This design comes from an exercise in tuning for small area on the open sky130 flow, not from production work.
Only simulation tests tie the RTL to the original design; equivalence was not proved.
Power figures rest on the tool's default switching activity, not on a simulated workload.

==> flow/design.v <==
module tsb_sensor (
    input  wire        clk,
    input  wire        rst,           
    input  wire        cmd_we,
    input  wire [31:0] cmd,
    input  wire [31:0] arg,
    output wire        busy,
    output wire        done,
    output wire [7:0]  status,
    output reg  [31:0] val,
    input  wire        sns_in,
    output wire        sns_pull_low
);
    localparam [3:0] PH_IDLE       = 4'd0;
    localparam [3:0] PH_TMR_WAIT   = 4'd1;
    localparam [3:0] PH_IDLE_CHECK = 4'd2;
    localparam [3:0] PH_REQ_START  = 4'd3;
    localparam [3:0] PH_REQ_HOLD   = 4'd4;
    localparam [3:0] PH_POST_WAIT  = 4'd5;
    localparam [3:0] PH_ACK_LOW    = 4'd6;
    localparam [3:0] PH_ACK_HIGH   = 4'd7;
    localparam [3:0] PH_BIT_LOW    = 4'd11;
    localparam [3:0] PH_BIT_HIGH   = 4'd9;
    localparam [3:0] PH_DECODE     = 4'd10;
    localparam [3:0] PH_DONE       = 4'd8;     
    reg  [3:0]  phase;
    reg  [31:0] cnt;             
    reg  [13:0] win;             
    reg         lng;             
    reg  [7:0]  fb4;             
    reg  [2:0]  st;              
    reg         sns_meta, sns_sync;
    wire   idle         = (phase == PH_IDLE) | (phase == PH_DONE);
    assign busy         = ~idle;
    assign done         = (phase == PH_DONE);
    assign sns_pull_low = (phase == PH_REQ_HOLD);
    assign status       = {4'd0, st[2], 1'b0, st[1:0]};
    wire s = sns_sync;
    always @(posedge clk) begin
        sns_meta <= sns_in;
        sns_sync <= sns_meta;
    end
    wire cmd_hi0   = (cmd[23:0] == 24'd0);
    wire is_elap   = cmd_hi0 & (cmd[31:24] == 8'h01);
    wire is_rwait  = cmd_hi0 & (cmd[31:24] == 8'h02);
    wire is_sns    = cmd_hi0 & (cmd[31:24] == 8'h10);
    wire start     = idle & cmd_we;
    wire hold_end  = cnt[16] & cnt[15] & cnt[10] & cnt[9] & cnt[7] & cnt[5];
    wire post_end  = cnt[8] & cnt[7] & cnt[4];
    wire cnt_eq    = &(cnt | ~val);
    wire timeout   = ((win & 14'b01101111111111) == 14'b00001101101010);    
    wire at500     = ((win & 14'b10010010110100) == 14'b00010010100000);    
    wire long_bit  = lng | at500;                                      
    wire in_bit    = (phase == PH_BIT_HIGH) ? long_bit : hold_end;
    wire shift     = (phase == PH_REQ_HOLD) | ((phase == PH_BIT_HIGH) & ~s);
    reg  [7:0] csum;
    wire       mism = (csum != fb4);
    always @(posedge clk) begin
        if (phase == PH_REQ_HOLD)
            csum <= 8'd0;
        else if (shift)
            csum <= {csum[6:0], 1'b0} + fb4[7] + val[7] + val[15] + val[23];
    end
    always @(posedge clk) begin
        if ((start & is_rwait) | ((phase == PH_IDLE_CHECK) & s) |
            ((phase == PH_REQ_HOLD) & hold_end))
            cnt <= 32'd0;
        else
            cnt <= cnt + 32'd1;
    end
    always @(posedge clk) begin
        if ((phase == PH_IDLE_CHECK) | (phase == PH_ACK_HIGH) | (phase == PH_BIT_HIGH) |
            ((phase == PH_ACK_LOW) & ~s))
            win <= {win[12:0], ~(win[13] ^ win[12] ^ win[11] ^ win[1])};
        else
            win <= 14'd0;
    end
    always @(posedge clk) begin
        if (phase == PH_BIT_LOW)
            lng <= 1'b0;
        else if (at500)
            lng <= 1'b1;
    end
    wire        ld_cnt  = start & cmd[24];
    wire        ld_arg  = start & ~cmd[24];
    wire        ld_mism = ~start & ~shift & (phase == PH_DECODE) & mism;
    wire        hold    = ~start & ~shift & ~((phase == PH_DECODE) & mism);
    wire [39:0] frame_sh = {val[30:0], fb4, in_bit};
    always @(posedge clk) begin
        val <= ({32{ld_cnt}} & cnt) | ({32{ld_arg}} & arg) |
               ({32{shift & ~start}} & frame_sh[39:8]) |
               ({32{ld_mism}} & {16'd0, csum, fb4}) | ({32{hold}} & val);
    end
    always @(posedge clk) begin
        if (shift)
            fb4 <= frame_sh[7:0];
    end
    always @(posedge clk) begin
        if (rst) begin
            phase <= PH_IDLE;
            st    <= 3'd0;
        end else begin
            case (phase)
            PH_IDLE, PH_DONE: begin
                phase <= PH_IDLE;
                if (cmd_we) begin
                    if (is_elap) begin
                        st   <= 3'd0;
                        phase <= PH_DONE;
                    end else if (is_rwait) begin
                        phase <= PH_TMR_WAIT;
                    end else if (is_sns) begin
                        phase <= PH_IDLE_CHECK;
                    end else begin
                        st   <= 3'b100;
                        phase <= PH_DONE;
                    end
                end
            end
            PH_TMR_WAIT: begin
                if (cnt_eq) begin
                    st    <= 3'd0;
                    phase <= PH_DONE;
                end
            end
            PH_IDLE_CHECK: begin
                if (s) begin
                    phase <= PH_REQ_START;
                end else if (timeout) begin
                    st    <= 3'd1;
                    phase <= PH_DONE;
                end
            end
            PH_REQ_START: phase <= PH_REQ_HOLD;
            PH_REQ_HOLD:  if (hold_end) phase <= PH_POST_WAIT;
            PH_POST_WAIT: if (post_end) phase <= PH_ACK_LOW;
            PH_ACK_LOW, PH_ACK_HIGH: begin
                if (timeout) begin
                    st    <= 3'd2;
                    phase <= PH_DONE;
                end else if (s == (phase == PH_ACK_LOW)) begin
                    phase <= (phase == PH_ACK_LOW) ? PH_ACK_HIGH : PH_BIT_LOW;
                end
            end
            PH_BIT_LOW: if (s) phase <= PH_BIT_HIGH;
            PH_BIT_HIGH: begin
                if (!s) phase <= val[31] ? PH_DECODE : PH_BIT_LOW;
            end
            PH_DECODE: begin
                st    <= mism ? 3'd3 : 3'd0;
                phase <= PH_DONE;
            end
            default: phase <= PH_IDLE;
            endcase
        end
    end
endmodule
==> flow/flow/run.sh <==
#!/bin/bash
# Layout: the standard flow (standard.sh) with these changes:
#  - synthesis: flow/my_synth.tcl, the standard synthesis script with an
#    area-oriented abc script (flow/abc.script) and only full adders
#    extracted; the registers are made exactly as in the standard synthesis;
#  - the port buffers use the smallest buffer cell (buf_1);
#  - clock tree: clkbuf_4 buffers under a clkbuf_8 root, without dummy loads.
# Each tool's full output stays in orfs/logs/; make's output is in standard.log.
set -euo pipefail
here=$(pwd)
bash standard.sh "SYNTH_SCRIPT=$here/flow/my_synth.tcl" \
  "BUFFER_PORTS_ARGS=-buffer_cell sky130_fd_sc_hd__buf_1" \
  "CTS_ARGS=-sink_clustering_enable -buf_list sky130_fd_sc_hd__clkbuf_4 -root_buf sky130_fd_sc_hd__clkbuf_8 -dont_use_dummy_load" \
  finish > standard.log 2>&1
==> flow/flow/abc.script <==
strash
&get -n
&fraig -x
&put
scorr
dc2
strash
&get -n
&deepsyn -T 20
&put
dch -f
amap
==> flow/flow/my_synth.tcl <==
# The standard synthesis script (synth_recipe.tcl) with three changes that
# touch only the combinational logic; the registers come out exactly as in the
# standard synthesis:
#  - abc maps the logic with abc.script (beside this file), an area-oriented
#    script, instead of ORFS's delay-oriented one;
#  - the adder step extracts only full adders (fa cells), no half adders, so
#    abc maps the counters' increment logic;
#  - the buffers on pass-through and constant outputs are buf_1, not buf_4.
proc synth {args} { yosys synth -nofsm -noshare {*}$args }
set my_abc_script [file join [file dirname [file normalize [info script]]] abc.script]
proc abc {args} {
  set i [lsearch -exact $args -script]
  if { $i >= 0 } { set args [lreplace $args [expr {$i + 1}] [expr {$i + 1}] $::my_abc_script] }
  yosys abc {*}$args
}
proc extract_fa {args} { yosys extract_fa -fa }
set ::env(MIN_BUF_CELL_AND_PORTS) "sky130_fd_sc_hd__buf_1 A X"
source $::env(SCRIPTS_DIR)/synth.tcl
# left out here: clear keep_hierarchy, flatten, clean up, hide names made inside functions, write 1_2_yosys.v
==> flow/standard.sh <==
#!/bin/bash
# synth_recipe.tcl (not shown) runs the flow's synth.tcl, then flattens the netlist and writes it again
# the make line also repeats each setting of config.mk as NAME=value (left out here)
make -C /OpenROAD-flow-scripts/flow DESIGN_CONFIG=/design/flow/config.mk WORK_HOME=/design/flow/orfs CLKGATE_MAP_FILE= SYNTH_SCRIPT=/design/flow/synth_recipe.tcl "${@:-finish}"
==> flow/config.mk <==
export PLATFORM = sky130hd
export DESIGN_NAME = tsb_sensor
export DESIGN_NICKNAME = tsb_sensor
export VERILOG_FILES = /design/flow/design.v
export SDC_FILE = /design/flow/constraint.sdc
export NUM_CORES = 4
export LEC_CHECK = 0
export CAP_MARGIN = 20
export CORE_MARGIN = 2
export CORE_UTILIZATION = 40
export SLEW_MARGIN = 20
==> flow/constraint.sdc <==
create_clock -name core_clock -period 10.0 [get_ports {clk}]
set_input_delay 2.0000 -clock core_clock [delete_from_list [all_inputs] [get_ports {clk}]]
set_output_delay 2.0000 -clock core_clock [all_outputs]
set_load 0.01 [all_outputs]
==> run_results.csv <==
group,metric,value,unit
run_status,status,"no timing/DRC/antenna violations",
worst_setup_path,slowest_stage,"sky130_fd_sc_hd__dfxtp_1",
worst_setup_path,critical_path.max_stage_delay,400,ps
sta,final-hold-violation-count,0,
clock_tree,worst_setup_hold_path_clk_slew,110,ps
worst_setup_path,critical_path_required,10270,ps
worst_setup_path,rr_worst_depth,28,
synth,synth.area.top_cells,"sky130_fd_sc_hd__dfxtp_1 (44%), sky130_fd_sc_hd__clkinv_1 (6.8%), sky130_fd_sc_hd__nor2_1 (6.3%), sky130_fd_sc_hd__edfxtp_1 (5.4%), sky130_fd_sc_hd__a222oi_1 (4.5%)",
floorplanning,floorplan_core_area,10800,um2
clock_tree,ctsRootBufferMaster,"sky130_fd_sc_hd__clkbuf_8",
sta,max_slew.worst_pin.slew,849,ps
global_routing,initial_antenna_violation_count,0,
worst_setup_path,timing.critical_path.to_type,"flip-flop",
pwr,powerDensity,301,nW/um2
worst_setup_path,path_max_fanout,5,
global_routing,grt_first_pass_wirelength,20100,um
synth,cell_variety_after_synth,36,
floorplanning,initial_utilization,0.409,
floorplanning,die_w,109,um
clock_tree,clock_latency,370,ps
finish,syn2layout_area_growth,16.8,%
synth,mappedNetlistArea,4410,um2
floorplanning,i_o_pins,111,
finish,finalInstanceArea,5150,um2
floorplanning,fp.dieArea,11900,um2
clock_tree,numCtsBuffers,9,
finish,fillers,1080,
drt,antenna_violating_nets_post_route,0,
global_routing,groute.usage.overall,0.221,
global_routing,maximum_number_of_pins_on_one_net_before_global_route_repair,35,
sta,final_skew,34.4,ps
drt,route.detailed.drc,0,
finish,final_cell_mix,"sky130_fd_sc_hd__buf_1 (105), sky130_fd_sc_hd__dfxtp_1 (96), sky130_fd_sc_hd__clkinv_1 (80)",
place,place.gp.congestion,0.876,
place,numPortBuffers,105,
finish,fin_nets,703,
global_routing,vias_in_the_first_global_route,3968,
drt,total_wire_length,12700,um
drt,drt-initial-drc-count,373,
worst_setup_path,timing.critical_path.arrival,5190,ps
synth,synth-warning-count,1,
run,max_cap_viol_count,0,
worst_setup_path,worstSetupPathType,"flip-flop to flip-flop",
finish,layout.cells.most_common,"sky130_fd_sc_hd__buf_1",
worst_setup_path,r2r_start,"cnt[0]$_SDFF_PP0_",
clock_tree,postCtsHoldBufs,0,
clock_tree,ctsResizeCount,0,
drt,post_drt_via_cell_ratio,5.64,
pwr,total_power,0.00155,W
clock_tree,post-cts-setup-buffers,0,
finish,fraction_of_layout_instances_using_a_drive_strength_above_1,0.0285,
worst_hold_path,holdPathStages,0,
drt,dr.pass1.iters,7,
place,dpl_cell_area,5030,um2
pwr,p_clk_frac,0.134,
sta,timing.fmax,203,MHz
synth,yosysTopAreaCell,"sky130_fd_sc_hd__dfxtp_1",
synth,yosys_register_bits,104,
worst_hold_path,holdPathEnd,"sns_sync$_DFF_P_",
sta,rsz0062_at_grt,"no",
sta,fin_crit_sh,0.492,
worst_setup_path,worst-r2r-setup-slack,5080,ps
global_routing,globalRoute.totalOverflow,0,
clock_tree,clock_sinks,104,
clock_tree,cts.path.max_buffers,2,
sta,finalSetupTns,0,ps
sta,timing.final.setup_violations,0,
worst_setup_path,worst_r2r_endpoint,"cnt[31]$_SDFF_PP0_",
pwr,p_int,0.000886,W
floorplanning,row_count,38,
synth,yosysSeqAreaShare,0.490,
worst_hold_path,worst_hold_path_type,"flip-flop to flip-flop",
clock_tree,ctsHtreeMaxLevel,3,
place,place.detailed.hpwl,9660,um
pwr,pwr-share-seq,0.473,
drt,vias,4349,
pwr,power.share.switching,0.429,
sta,slew_headroom,0.429,
pwr,net-switching-power,0.000665,W
clock_tree,cts_tree,"yes",
sta,slew_violations,0,
synth,syn-mean-instance-area,8.62,um2
drt,routed_wire_length_per_instance,16.5,um
synth,synth_cells,512,
worst_hold_path,worstHoldStart,"sns_meta$_DFF_P_",
floorplanning,floorplan.die.height,109,um
worst_setup_path,start_kind,"flip-flop",
pwr,vdd_ir_drop_max,126,uV
finish,n_antenna_cell,0,
synth,synthDominantCellAreaShare,0.435,
sta,finalCriticalPeriod,4920,ps
pwr,p_comb_frac,0.393,
pwr,power.leakage,1.67,nW
-- area by class of cell --
| cell class | count | area (um2) | share of cell area |
|---|---|---|---|
| sequential | 104 | 2160 | 0.420 |
| timing repair buffer | 111 | 439 | 0.0852 |
| tap | 140 | 175 | 0.0340 |
| inverter | 80 | 300 | 0.0583 |
| clock buffer | 9 | 124 | 0.0240 |
| multi-input combinational | 327 | 1950 | 0.379 |
-- power by group through the flow --
| stage | Combinational (W) | Sequential (W) | Clock, W |
|---|---|---|---|
| 2_1_floorplan | 0.000383 | 0.000725 | 0 |
| 3_3_place_gp | 0.000602 | 0.000740 | 0 |
| 3_5_place_dp | 0.000608 | 0.000739 | 0 |
| 4_1_cts | 0.000610 | 0.000732 | 0.000214 |
| 5_1_grt | 0.000689 | 0.000753 | 0.000230 |
| 6_report | 0.000609 | 0.000734 | 0.000208 |
-- cells in the mapped netlist --
| cell type | number |
|---|---|
| sky130_fd_sc_hd__nand4_1 | 6 |
| sky130_fd_sc_hd__a31oi_1 | 6 |
| sky130_fd_sc_hd__o2111ai_1 | 4 |
| sky130_fd_sc_hd__a222oi_1 | 20 |
| sky130_fd_sc_hd__o41ai_1 | 1 |
| sky130_fd_sc_hd__nor4_1 | 11 |
| sky130_fd_sc_hd__a311oi_1 | 1 |
| sky130_fd_sc_hd__and2_0 | 6 |
| sky130_fd_sc_hd__a2111oi_0 | 3 |
| sky130_fd_sc_hd__or2_0 | 3 |
| sky130_fd_sc_hd__dfxtp_1 | 96 |
| sky130_fd_sc_hd__nor3b_1 | 7 |
| sky130_fd_sc_hd__a211oi_1 | 12 |
| sky130_fd_sc_hd__nor2b_1 | 7 |
| sky130_fd_sc_hd__a21oi_1 | 13 |
| sky130_fd_sc_hd__fa_1 | 2 |
| sky130_fd_sc_hd__a221o_1 | 1 |
| sky130_fd_sc_hd__nand2_1 | 33 |
| sky130_fd_sc_hd__o211ai_1 | 3 |
| sky130_fd_sc_hd__clkinv_1 | 80 |
| sky130_fd_sc_hd__o22ai_1 | 12 |
| sky130_fd_sc_hd__o32ai_1 | 6 |
| sky130_fd_sc_hd__buf_1 | 5 |
| sky130_fd_sc_hd__edfxtp_1 | 8 |
| sky130_fd_sc_hd__o221ai_1 | 22 |
| sky130_fd_sc_hd__o21ai_0 | 22 |
| sky130_fd_sc_hd__conb_1 | 1 |
| sky130_fd_sc_hd__a221oi_1 | 3 |
| sky130_fd_sc_hd__nand3_1 | 7 |
| sky130_fd_sc_hd__nor3_1 | 20 |
| sky130_fd_sc_hd__a22oi_1 | 11 |
| sky130_fd_sc_hd__and3_1 | 3 |
| sky130_fd_sc_hd__nor2_1 | 74 |
| sky130_fd_sc_hd__or4b_1 | 1 |
| sky130_fd_sc_hd__xnor2_1 | 1 |
| sky130_fd_sc_hd__o2111a_1 | 1 |
-- registers in the layout, summed over array words and instances, names as in the netlist --
name and flops:
cnt 32, val 32, win 14, csum 8, fb4 8, phase 4
st 3, lng 1, sns_meta 1, sns_sync 1
-- layer usage --
metal / up-vias / GRT usage / wire (um)
met5: - / 0 / 0
met4: 0 / 0.0604 / 213
met3: 21 / 0.0383 / 1060
met2: 196 / 0.346 / 5710
met1: 1984 / 0.314 / 5770
li1: 2148 / - / -
-- how the worst max path moves through the flow --
stage,from,endpoint,slack (ps),cells past startpoint
6_report,cnt[0]$_SDFF_PP0_,cnt[31]$_SDFF_PP0_,5080,28
5_1_grt,cnt[0]$_SDFF_PP0_,cnt[31]$_SDFF_PP0_,4120,28
4_1_cts,cnt[0]$_SDFF_PP0_,cnt[31]$_SDFF_PP0_,5060,28
3_5_place_dp,cnt[0]$_SDFF_PP0_,cnt[31]$_SDFF_PP0_,5110,28
3_3_place_gp,cnt[0]$_SDFF_PP0_,cnt[31]$_SDFF_PP0_,5310,28
2_1_floorplan,cnt[0]$_SDFF_PP0_,cnt[31]$_SDFF_PP0_,5710,28
-- critical path, delay by kind of cell, from the launching register on --
kind / cells / cell delay [ps]
and+or+nand+nor: 27 / 4250
DFF: 1 / 400
AOI/OAI and AO/OA: 1 / 190
-- cells by family after synthesis --
group                    count (synthesis)  synth area share
adder cells (fa/ha/maj)                  2           0.00907
flip-flops                             104             0.490
AO/OA/AOI/OAI                          141             0.239
other                                    1          0.000850
XOR/XNOR                                 1           0.00199
AND/OR/NAND/NOR                        178             0.187
buffers and inverters                   85            0.0723
-- through the flow --
stage / hold WS, ps / utilization / worst slack [ps] / std cells
6_report: 367 / 0.478 / 5080 / 771
5_1_grt: 384 / 0.478 / 4120 / 771
4_1_cts: 376 / 0.477 / 5060 / 771
3_5_place_dp: 322 / 0.466 / 5110 / 762
3_3_place_gp: 311 / 0.466 / 5310 / 762
2_1_floorplan: 310 / - / 5710 / 516

[port drivers added, routing unchanged]
Ports are ideal in the flow. The routed layout listed here was re-timed in OpenROAD. Step 1, drivers: a clkbuf_16 drives clk and a buf_2 each remaining input, both assumed. Step 2 also shifts input and output timing later by t, the mid clock arrival at the registers, as if the neighbouring blocks saw the same clock. Three values: ideal, step 1, step 2; two values: the first two.
t, ns: 0.385
setup slack, ns: 5.083 / 5.083 / 5.083
worst register clock-pin slew, ns: 0.11 / 0.11
After both steps this run still meets setup and hold. For this run, drivers alone change the setup slack by 0.000 ns; drivers and shift together by 0.000 ns.
